This design comes from an exercise in tuning for small area, a short achievable clock period and few clock cycles on the open sky130 flow, not from production work.

==> branch garnet <==
==> flow/design.v (excerpt) <==
module fww_macro_cpu (
    input  wire        clk,
    input  wire        rst,           
    input  wire        start,         
    input  wire [11:0] start_pc,
    input  wire        ext_allowed,   
    output wire        busy,
    output wire        done,
    output wire [2:0]  status_code,
    output wire [15:0] status_info,
    output wire [15:0] acc,
    output wire [15:0] pc,
    output wire [15:0] ir,
    output wire        mem_req,
    output wire        mem_we,
    output wire [11:0] mem_addr,
    output wire [15:0] mem_wdata,
    input  wire        mem_ack,
    input  wire [15:0] mem_rdata
);
clock: 8.0 ns
lec_check: 0
cap_margin: 20
core_margin: 2
core_utilization: 40
setup_slack_margin: 4.5
slew_margin: 20
standard.sh (not shown) runs the stock make flow with config.mk's settings and CLKGATE_MAP_FILE= SYNTH_SCRIPT=/design/flow/synth_recipe.tcl, a recipe that flattens the netlist after the stock synthesis.
==> flow/flow/run.sh <==
#!/bin/bash
set -euo pipefail
cd "$(dirname "$0")/.."
export BUFFER_PORTS_ARGS="-buffer_cell sky130_fd_sc_hd__buf_1"
bash standard.sh > standard_make.log 2>&1
==> branch quartz: changes against branch garnet <==
--- a/flow/design.v
+++ b/flow/design.v
@@ -49,15 +49,14 @@
     reg [2:0]  st_code;
     reg        info_v;          
     reg        ext_r;
     reg        neg_r;           
     reg        yinv_r;          
     reg [3:0]  cnt;             
     reg        dsq_r;           
-    reg        wd_pc;           
     reg        g_apc;           
     reg        g_req;           
     reg        g_reqpc;         
     reg        g_we;            
     reg        g_xinv;          
     reg        g_xir;           
     reg        g_yen;           
@@ -111,15 +110,15 @@
     wire        cin   = y_inv | x_inv;
     wire [15:0] add_x = x_ir ? (s_div ? {ir_r[14:0], acc_r[15]} : ir_r)
                              : (acc_r ^ {16{x_inv}});
     wire [15:0] add_y = (v_r ^ {16{y_inv}}) & {16{y_en}};
     wire [16:0] add_s = {1'b0, add_x} + {1'b0, add_y} + {16'd0, cin};
     wire        qbit  = ~add_s[15];    
     wire mul_last = (acc_r[15:1] == 15'd0);
-    wire skip4    = 1'b0;
+    wire skip4    = (ir_r == 16'd0) && (acc_r[15:12] == 4'd0) && (cnt >= 4'd3);
     wire i_opnd = st_code[1] & ~st_code[0];    
     wire i_opc  = st_code[1] & st_code[0];     
     wire i_pc   = ~st_code[1] & ~info_v;       
     assign busy        = ~s_idle & ~s_done;
     assign done        = s_done;
     assign status_code = st_code;
     assign status_info = ({16{i_pc}}   & pc_r) |
@@ -130,15 +129,15 @@
     assign pc          = pc_r;
     assign ir          = ir_r;
     assign mem_req   = g_req | (g_reqpc & pc_ok);
     assign mem_we    = g_we;
     assign mem_addr  = ({12{g_apc}} & pc_r[11:0]) |
                        ({12{s_rd2}} & v_r[11:0]) |
                        ({12{~g_apc & ~s_rd2}} & operand);
-    assign mem_wdata = wd_pc ? pc_r : acc_r;    
+    assign mem_wdata = acc_r;    
     wire go      = (s_idle | s_done) & start;
     wire f_ack   = s_fetch & pc_ok & ack;
     wire f_bad   = s_fetch & ~pc_ok;
     wire o_ack   = s_opr & ack;
     wire ld_bad  = o_ack & o_ldid & (mem_rdata[15:12] != 4'd0);
     wire d_bad   = s_dec & ext_bad;
     wire div_end = s_div & (skip4 ? (cnt == 4'd3) : (cnt == 4'd0));
@@ -186,24 +185,27 @@
                   (s_mul & ~mul_last & acc_r[1]);
     end
     always @(posedge clk) begin
         if (go)
             pc_r <= {4'd0, start_pc};
         else if ((s_dec & o_jump & ~dsq_r) | (s_wr & ack & o_jsub))
             pc_r <= {4'd0, operand};
-        else if ((f_ack & r_seq) | (s_dec & (o_jsub | (opcode == 4'd0))) |
+        else if ((f_ack & r_seq) | (s_dec & (opcode == 4'd0)) |
                  (o_ack & (o_load | o_add | o_sub)) | (s_wr & ack & ~o_jsub) |
                  (s_rd2 & ack) | (md_end & ~pc_last) | (s_ref & ack) | s_js2)
             pc_r <= pc_inc;
         else if (o_ack & o_ret)
             pc_r <= mem_rdata;
         if (go)
             acc_r <= 16'd0;
-        else if ((s_dec & o_loadi & dsq_r) | (s_next & (o_load | o_ldid)))
+        else if ((s_dec & o_loadi & dsq_r) | (s_next & (o_load | o_ldid)) |
+                 (s_wr & ack & o_jsub))
             acc_r <= v_r;
+        else if (s_dec & o_jsub)
+            acc_r <= pc_inc;
         else if ((s_next & (o_add | o_sub)) | (o_ack & o_div & acc_r[15]) |
                  ((s_nmd | s_nmdr | s_dzf) & neg_r) | (s_mul & mul_last))
             acc_r <= add_s[15:0];
         else if (s_mul)
             acc_r <= {1'b0, acc_r[15:1]};
         else if (s_div)
             acc_r <= skip4 ? {acc_r[11:0], 4'd0} : {acc_r[14:0], qbit};
@@ -213,20 +215,20 @@
             ir_r <= mem_rdata;
         else if ((s_mul & ~mul_last) | (s_div & ~skip4))
             ir_r <= add_s[15:0];
         if (f_ack)
             v_r <= {4'd0, mem_rdata[11:0]};
         else if (o_ack | (s_rd2 & ack))
             v_r <= mem_rdata;
+        else if (s_dec & o_jsub)
+            v_r <= acc_r;
         else if (s_mul)
             v_r <= {v_r[14:0], 1'b0};
-        if (f_ack) begin
+        if (f_ack)
             dsq_r <= r_seq;
-            wd_pc <= r_jsub;
-        end
         if (o_ack) begin
             yinv_r <= o_sub | (o_div & ~mem_rdata[15]);
             neg_r  <= o_div & (acc_r[15] ^ mem_rdata[15]);
         end
         if (go | busy) begin
             st_code <= {f_bad | ld_bad, d_bad | (s_dzr & ack), (f_ack & r_halt) | d_bad};
             info_v  <= ld_bad;
==> branch pepper: changes against branch garnet <==
--- a/flow/design.v
+++ b/flow/design.v
@@ -44,14 +44,17 @@
                      OP_JN = 4'd9,   OP_JSUB = 4'd10, OP_RET = 4'd11,
                      OP_LOADI = 4'd12, OP_LOADID = 4'd13;
     reg [15:0] st;
     reg [15:0] acc_r, pc_r, ir_r;
     reg [15:0] v_r;             
     reg [2:0]  st_code;
     reg        info_v;          
+    reg        info_opnd;       
+    reg        info_opc;        
+    reg        info_pc;         
     reg        ext_r;
     reg        neg_r;           
     reg        yinv_r;          
     reg [3:0]  cnt;             
     reg        dsq_r;           
     reg        wd_pc;           
     reg        g_apc;           
@@ -111,25 +114,22 @@
     wire        cin   = y_inv | x_inv;
     wire [15:0] add_x = x_ir ? (s_div ? {ir_r[14:0], acc_r[15]} : ir_r)
                              : (acc_r ^ {16{x_inv}});
     wire [15:0] add_y = (v_r ^ {16{y_inv}}) & {16{y_en}};
     wire [16:0] add_s = {1'b0, add_x} + {1'b0, add_y} + {16'd0, cin};
     wire        qbit  = ~add_s[15];    
     wire mul_last = (acc_r[15:1] == 15'd0);
-    wire skip4    = 1'b0;
-    wire i_opnd = st_code[1] & ~st_code[0];    
-    wire i_opc  = st_code[1] & st_code[0];     
-    wire i_pc   = ~st_code[1] & ~info_v;       
+    wire skip4    = (ir_r == 16'd0) && (acc_r[15:12] == 4'd0) && (cnt >= 4'd3);
     assign busy        = ~s_idle & ~s_done;
     assign done        = s_done;
     assign status_code = st_code;
-    assign status_info = ({16{i_pc}}   & pc_r) |
-                         ({16{info_v}} & v_r) |
-                         ({16{i_opnd}} & {4'd0, operand}) |
-                         ({16{i_opc}}  & {12'd0, opcode});
+    assign status_info = ({16{info_pc}}   & pc_r) |
+                         ({16{info_v}}    & v_r) |
+                         ({16{info_opnd}} & {4'd0, operand}) |
+                         ({16{info_opc}}  & {12'd0, opcode});
     assign acc         = acc_r;
     assign pc          = pc_r;
     assign ir          = ir_r;
     assign mem_req   = g_req | (g_reqpc & pc_ok);
     assign mem_we    = g_we;
     assign mem_addr  = ({12{g_apc}} & pc_r[11:0]) |
                        ({12{s_rd2}} & v_r[11:0]) |
@@ -225,15 +225,18 @@
         end
         if (o_ack) begin
             yinv_r <= o_sub | (o_div & ~mem_rdata[15]);
             neg_r  <= o_div & (acc_r[15] ^ mem_rdata[15]);
         end
         if (go | busy) begin
             st_code <= {f_bad | ld_bad, d_bad | (s_dzr & ack), (f_ack & r_halt) | d_bad};
-            info_v  <= ld_bad;
+            info_v    <= ld_bad;
+            info_opnd <= s_dzr & ack;
+            info_opc  <= d_bad;
+            info_pc   <= ~ld_bad & ~(s_dzr & ack) & ~d_bad;
         end
         if (go)
             ext_r <= ext_allowed;
         if (o_ack & o_div)
             cnt <= 4'd15;
         else if (s_div)
             cnt <= cnt - (skip4 ? 4'd4 : 4'd1);
==> branch willow: changes against branch garnet <==
--- a/flow/design.v
+++ b/flow/design.v
@@ -49,22 +49,16 @@
     reg [2:0]  st_code;
     reg        info_v;          
     reg        ext_r;
     reg        neg_r;           
     reg        yinv_r;          
     reg [3:0]  cnt;             
     reg        dsq_r;           
-    reg        wd_pc;           
-    reg        g_apc;           
-    reg        g_req;           
-    reg        g_reqpc;         
-    reg        g_we;            
-    reg        g_xinv;          
-    reg        g_xir;           
-    reg        g_yen;           
+    reg        dreq_r;          
+    reg        dwe_r;           
     wire s_idle = st[I_IDLE],   s_done = st[I_DONE],     s_fetch = st[I_FETCH];
     wire s_dec  = st[I_DECODE], s_opr  = st[I_OPREAD],   s_wr    = st[I_WRITE];
     wire s_rd2  = st[I_READ2],  s_next = st[I_NEXT],     s_mul   = st[I_MUL];
     wire s_div  = st[I_DIV],    s_nmd  = st[I_NEXTMD],   s_nmdr  = st[I_NMDR];
     wire s_ref  = st[I_REFETCH], s_js2 = st[I_JS2],      s_dzf   = st[I_DZFIX];
     wire s_dzr  = st[I_DZREF];
     function automatic is_read(input [3:0] op);
@@ -94,58 +88,57 @@
     wire [3:0] r_op     = mem_rdata[15:12];
     wire       r_store  = (r_op == OP_STORE);
     wire       r_jsub   = (r_op == OP_JSUB);
     wire       r_extbad = ((r_op == OP_LOADI) || (r_op == OP_LOADID)) && !ext_r;
     wire       r_taken  = (r_op == OP_JUMP) ||
                           ((r_op == OP_JZ) && acc_zero) ||
                           ((r_op == OP_JN) && acc_r[15]);
-    wire       r_seq    = (r_op != 4'd0) && !is_read(r_op) && !r_store && !r_jsub &&
-                          !r_taken && !r_extbad;
+    wire       r_seq    = !is_read(r_op) && !r_store && !r_jsub && !r_taken && !r_extbad;
     wire       r_halt   = (mem_rdata == 16'd0);
-    wire       r_dreq   = (is_read(r_op) & ~r_extbad) | r_store | r_taken;
     wire rdata_zero = r_halt;
     wire ack        = mem_ack;
-    wire        x_ir  = g_xir;
-    wire        x_inv = g_xinv;
-    wire        y_en  = g_yen;
-    wire        y_inv = yinv_r ^ (s_div & ir_r[15]);
-    wire        cin   = y_inv | x_inv;
+    wire        x_ir  = s_mul | s_div;
+    wire        x_inv = s_opr | s_nmd | s_nmdr | s_dzf;
+    wire        y_en  = s_next | s_div | (s_mul & acc_r[0]);
+    wire        cin   = yinv_r | x_inv;
     wire [15:0] add_x = x_ir ? (s_div ? {ir_r[14:0], acc_r[15]} : ir_r)
                              : (acc_r ^ {16{x_inv}});
-    wire [15:0] add_y = (v_r ^ {16{y_inv}}) & {16{y_en}};
+    wire [15:0] add_y = (v_r ^ {16{yinv_r}}) & {16{y_en}};
     wire [16:0] add_s = {1'b0, add_x} + {1'b0, add_y} + {16'd0, cin};
-    wire        qbit  = ~add_s[15];    
+    wire        qbit  = add_s[16];
     wire mul_last = (acc_r[15:1] == 15'd0);
-    wire skip4    = 1'b0;
     wire i_opnd = st_code[1] & ~st_code[0];    
     wire i_opc  = st_code[1] & st_code[0];     
     wire i_pc   = ~st_code[1] & ~info_v;       
     assign busy        = ~s_idle & ~s_done;
     assign done        = s_done;
     assign status_code = st_code;
     assign status_info = ({16{i_pc}}   & pc_r) |
                          ({16{info_v}} & v_r) |
                          ({16{i_opnd}} & {4'd0, operand}) |
                          ({16{i_opc}}  & {12'd0, opcode});
     assign acc         = acc_r;
     assign pc          = pc_r;
     assign ir          = ir_r;
-    assign mem_req   = g_req | (g_reqpc & pc_ok);
-    assign mem_we    = g_we;
-    assign mem_addr  = ({12{g_apc}} & pc_r[11:0]) |
+    wire addr_pc = s_fetch | (s_dec & dsq_r) | s_next | s_nmd | s_nmdr | s_ref | s_dzf | s_dzr;
+    assign mem_req   = ((s_fetch | s_next) & pc_ok) |
+                       (s_dec & (dreq_r | (dsq_r & pc_ok))) |
+                       s_opr | s_wr | s_rd2 | s_nmd | s_nmdr | s_ref | s_dzf | s_dzr;
+    assign mem_we    = s_wr | (s_dec & dwe_r);
+    assign mem_addr  = ({12{addr_pc}} & pc_r[11:0]) |
                        ({12{s_rd2}} & v_r[11:0]) |
-                       ({12{~g_apc & ~s_rd2}} & operand);
-    assign mem_wdata = wd_pc ? pc_r : acc_r;    
+                       ({12{~addr_pc & ~s_rd2}} & operand);
+    assign mem_wdata = o_jsub ? pc_r : acc_r;    
     wire go      = (s_idle | s_done) & start;
     wire f_ack   = s_fetch & pc_ok & ack;
     wire f_bad   = s_fetch & ~pc_ok;
     wire o_ack   = s_opr & ack;
     wire ld_bad  = o_ack & o_ldid & (mem_rdata[15:12] != 4'd0);
     wire d_bad   = s_dec & ext_bad;
-    wire div_end = s_div & (skip4 ? (cnt == 4'd3) : (cnt == 4'd0));
+    wire div_end = s_div & (cnt == 4'd0);
     wire md_end  = (s_mul & mul_last) | div_end;
     wire [15:0] st_n;
     assign st_n[I_IDLE]    = s_idle & ~start;
     assign st_n[I_DONE]    = (s_done & ~start) | f_bad | (f_ack & r_halt) | d_bad | ld_bad |
                              (s_dzr & ack);
     assign st_n[I_FETCH]   = go | (s_fetch & pc_ok & ~ack) |
                              (s_dec & ~op_read & ~op_write & ~ext_bad) |
@@ -161,81 +154,69 @@
     assign st_n[I_NEXTMD]  = md_end & ~pc_last;
     assign st_n[I_NMDR]    = md_end & pc_last;
     assign st_n[I_REFETCH] = s_nmdr | (s_ref & ~ack);
     assign st_n[I_JS2]     = s_wr & ack & o_jsub;
     assign st_n[I_DZFIX]   = o_ack & o_div & rdata_zero;
     assign st_n[I_DZREF]   = s_dzf | (s_dzr & ~ack);
     always @(posedge clk) begin
-        if (rst) begin
-            st      <= 16'd1 << I_IDLE;
-            g_req   <= 1'b0;
-            g_reqpc <= 1'b0;
-            g_we    <= 1'b0;
-        end else begin
-            st      <= st_n;
-            g_req   <= st_n[I_OPREAD] | st_n[I_WRITE] | st_n[I_READ2] | st_n[I_NEXTMD] |
-                       st_n[I_NMDR] | st_n[I_REFETCH] | st_n[I_DZFIX] | st_n[I_DZREF] |
-                       (f_ack & r_dreq);
-            g_reqpc <= st_n[I_FETCH] | st_n[I_NEXT] | (f_ack & r_seq);
-            g_we    <= st_n[I_WRITE] | (f_ack & r_store);
-        end
-        g_apc  <= st_n[I_FETCH] | st_n[I_NEXT] | st_n[I_NEXTMD] | st_n[I_NMDR] |
-                  st_n[I_REFETCH] | st_n[I_DZFIX] | st_n[I_DZREF] | (f_ack & r_seq);
-        g_xinv <= st_n[I_OPREAD] | st_n[I_NEXTMD] | st_n[I_NMDR] | st_n[I_DZFIX];
-        g_xir  <= st_n[I_MUL] | st_n[I_DIV];
-        g_yen  <= st_n[I_NEXT] | st_n[I_DIV] | (o_ack & o_mul & acc_r[0]) |
-                  (s_mul & ~mul_last & acc_r[1]);
+        if (rst)
+            st <= 16'd1 << I_IDLE;
+        else
+            st <= st_n;
     end
     always @(posedge clk) begin
         if (go)
             pc_r <= {4'd0, start_pc};
         else if ((s_dec & o_jump & ~dsq_r) | (s_wr & ack & o_jsub))
             pc_r <= {4'd0, operand};
-        else if ((f_ack & r_seq) | (s_dec & (o_jsub | (opcode == 4'd0))) |
+        else if ((f_ack & r_seq & ~r_halt) | (s_dec & o_jsub) |
                  (o_ack & (o_load | o_add | o_sub)) | (s_wr & ack & ~o_jsub) |
                  (s_rd2 & ack) | (md_end & ~pc_last) | (s_ref & ack) | s_js2)
             pc_r <= pc_inc;
         else if (o_ack & o_ret)
             pc_r <= mem_rdata;
         if (go)
             acc_r <= 16'd0;
-        else if ((s_dec & o_loadi & dsq_r) | (s_next & (o_load | o_ldid)))
+        else if (s_dec & o_loadi & dsq_r)
+            acc_r <= {4'd0, operand};
+        else if (s_next & (o_load | o_ldid))
             acc_r <= v_r;
         else if ((s_next & (o_add | o_sub)) | (o_ack & o_div & acc_r[15]) |
                  ((s_nmd | s_nmdr | s_dzf) & neg_r) | (s_mul & mul_last))
             acc_r <= add_s[15:0];
         else if (s_mul)
             acc_r <= {1'b0, acc_r[15:1]};
         else if (s_div)
-            acc_r <= skip4 ? {acc_r[11:0], 4'd0} : {acc_r[14:0], qbit};
+            acc_r <= {acc_r[14:0], qbit};
         if (o_ack & (o_mul | o_div))
             ir_r <= 16'd0;
         else if (f_ack | (s_ref & ack) | (s_dzr & ack))
             ir_r <= mem_rdata;
-        else if ((s_mul & ~mul_last) | (s_div & ~skip4))
+        else if ((s_mul & ~mul_last) | (s_div & qbit))
             ir_r <= add_s[15:0];
-        if (f_ack)
-            v_r <= {4'd0, mem_rdata[11:0]};
-        else if (o_ack | (s_rd2 & ack))
+        else if (s_div)
+            ir_r <= {ir_r[14:0], acc_r[15]};
+        if (o_ack | (s_rd2 & ack))
             v_r <= mem_rdata;
         else if (s_mul)
             v_r <= {v_r[14:0], 1'b0};
         if (f_ack) begin
-            dsq_r <= r_seq;
-            wd_pc <= r_jsub;
+            dsq_r  <= r_seq;
+            dreq_r <= (is_read(r_op) & ~r_extbad) | r_store | r_taken;
+            dwe_r  <= r_store;
         end
         if (o_ack) begin
             yinv_r <= o_sub | (o_div & ~mem_rdata[15]);
             neg_r  <= o_div & (acc_r[15] ^ mem_rdata[15]);
         end
         if (go | busy) begin
             st_code <= {f_bad | ld_bad, d_bad | (s_dzr & ack), (f_ack & r_halt) | d_bad};
             info_v  <= ld_bad;
         end
         if (go)
             ext_r <= ext_allowed;
         if (o_ack & o_div)
             cnt <= 4'd15;
         else if (s_div)
-            cnt <= cnt - (skip4 ? 4'd4 : 4'd1);
+            cnt <= cnt - 4'd1;
     end
 endmodule
==> results.cfg <==
[run_status]
run_status = timing/DRC/antenna clean

[critical_path]
worst_ep_arrival_time_ns = 1.87

[route]
met2_wirelength_mm = 12.6

[layout]
flow.area_growth_from_synthesis_pct = 14.3
inv_count = 29

[grt]
grt_first_pass_wirelength_mm = 42.6

[floorplanning]
tapcell.inserted = 234
-- figures above: branch pepper

==> results.cfg <==
[grt]
grt_first_pass_wirelength_mm = 49.7

[yosys]
yosys.area.top_type_share_pct = 16.8
post_synth_mux_area_share_pct = 5.46

[layout]
flow.area_growth_from_synthesis_pct = 12.8
layout.cell_area.non_filler_sq_um = 9020
multi_input_gate_share_of_total_cell_area_pct = 58.6

[clock_tree]
cts.clk_slew.worst_paths_ns = 0.07

[route]
met2_wirelength_mm = 14.4

[run_status]
run_status = timing/DRC/antenna clean

[critical_path]
worst_ep_arrival_time_ns = 1.85
worst-r2r-setup-slack_ns = 4.64

[floorplanning]
tapcell.inserted = 265
-- figures above: branch quartz

==> results.cfg <==
[run_status]
run_status = timing/DRC/antenna clean

[clock_tree]
post_cts_buffers = 4

[layout]
inv_count = 29

[grt]
grt_first_pass_wirelength_mm = 43.9

[critical_path]
worst_path_dominant_cell_family = simple AND/OR/NAND/NOR gates

[route]
met2_wirelength_mm = 13.7

[floorplanning]
tapcell.inserted = 234

[sta]
fin_worst_hold_slack_ns = 0.517
max_freq_mhz = 286
-- figures above: branch garnet

==> results.cfg <==
[run_status]
run_status = timing/DRC/antenna clean

[sta]
period_share_pct = 45.0

[clock_tree]
cts_made_buffers = 9

[route]
met2_wirelength_mm = 14.3
drt-total-wl_mm = 32.0

[floorplanning]
die_width_um = 143
floorplan.initialDensity_pct = 40.9
tapcell.inserted = 260

[layout]
flow.area_growth_from_synthesis_pct = 23.6
inv_count = 29
multiInputCombCellCount = 753

[critical_path]
worst_ep_arrival_time_ns = 3.91

[grt]
grt_max_degree = 34
grt_first_pass_wirelength_mm = 45.7
-- figures above: branch willow

No functional check of the RTL was part of any run of this note.

## what the ideal ports hide
In the flow no input, the clock included, has a driving cell. The finished layouts below were timed again as built, in two steps.
Step 1, drivers: a clkbuf_16 drives clk and a buf_2 each remaining input, both assumed.
Step 2 moves the port delays by t, midway between the first and last clock arrival at a register: inputs arrive t later, outputs are due t later. That takes back most of the time a late clock gives input paths.
Slacks: ideal ports / drivers / drivers and shift; pairs: ideal ports / drivers.
run	t (ns)	setup WS [ns]	worst data-port slew with drivers (ns)
branch garnet	0.405	4.507 / 4.533 / 4.128	0.04
branch quartz	0.397	4.553 / 4.506 / 4.194	0.04
branch pepper	0.407	4.533 / 4.490 / 4.242	0.04
branch willow	0.403	4.400 / 4.400 / 4.085	0.04
After both steps every run listed still meets setup and hold. For branch garnet, which loses most, drivers alone change the setup slack by +0.026 ns; drivers and shift together by -0.379 ns.
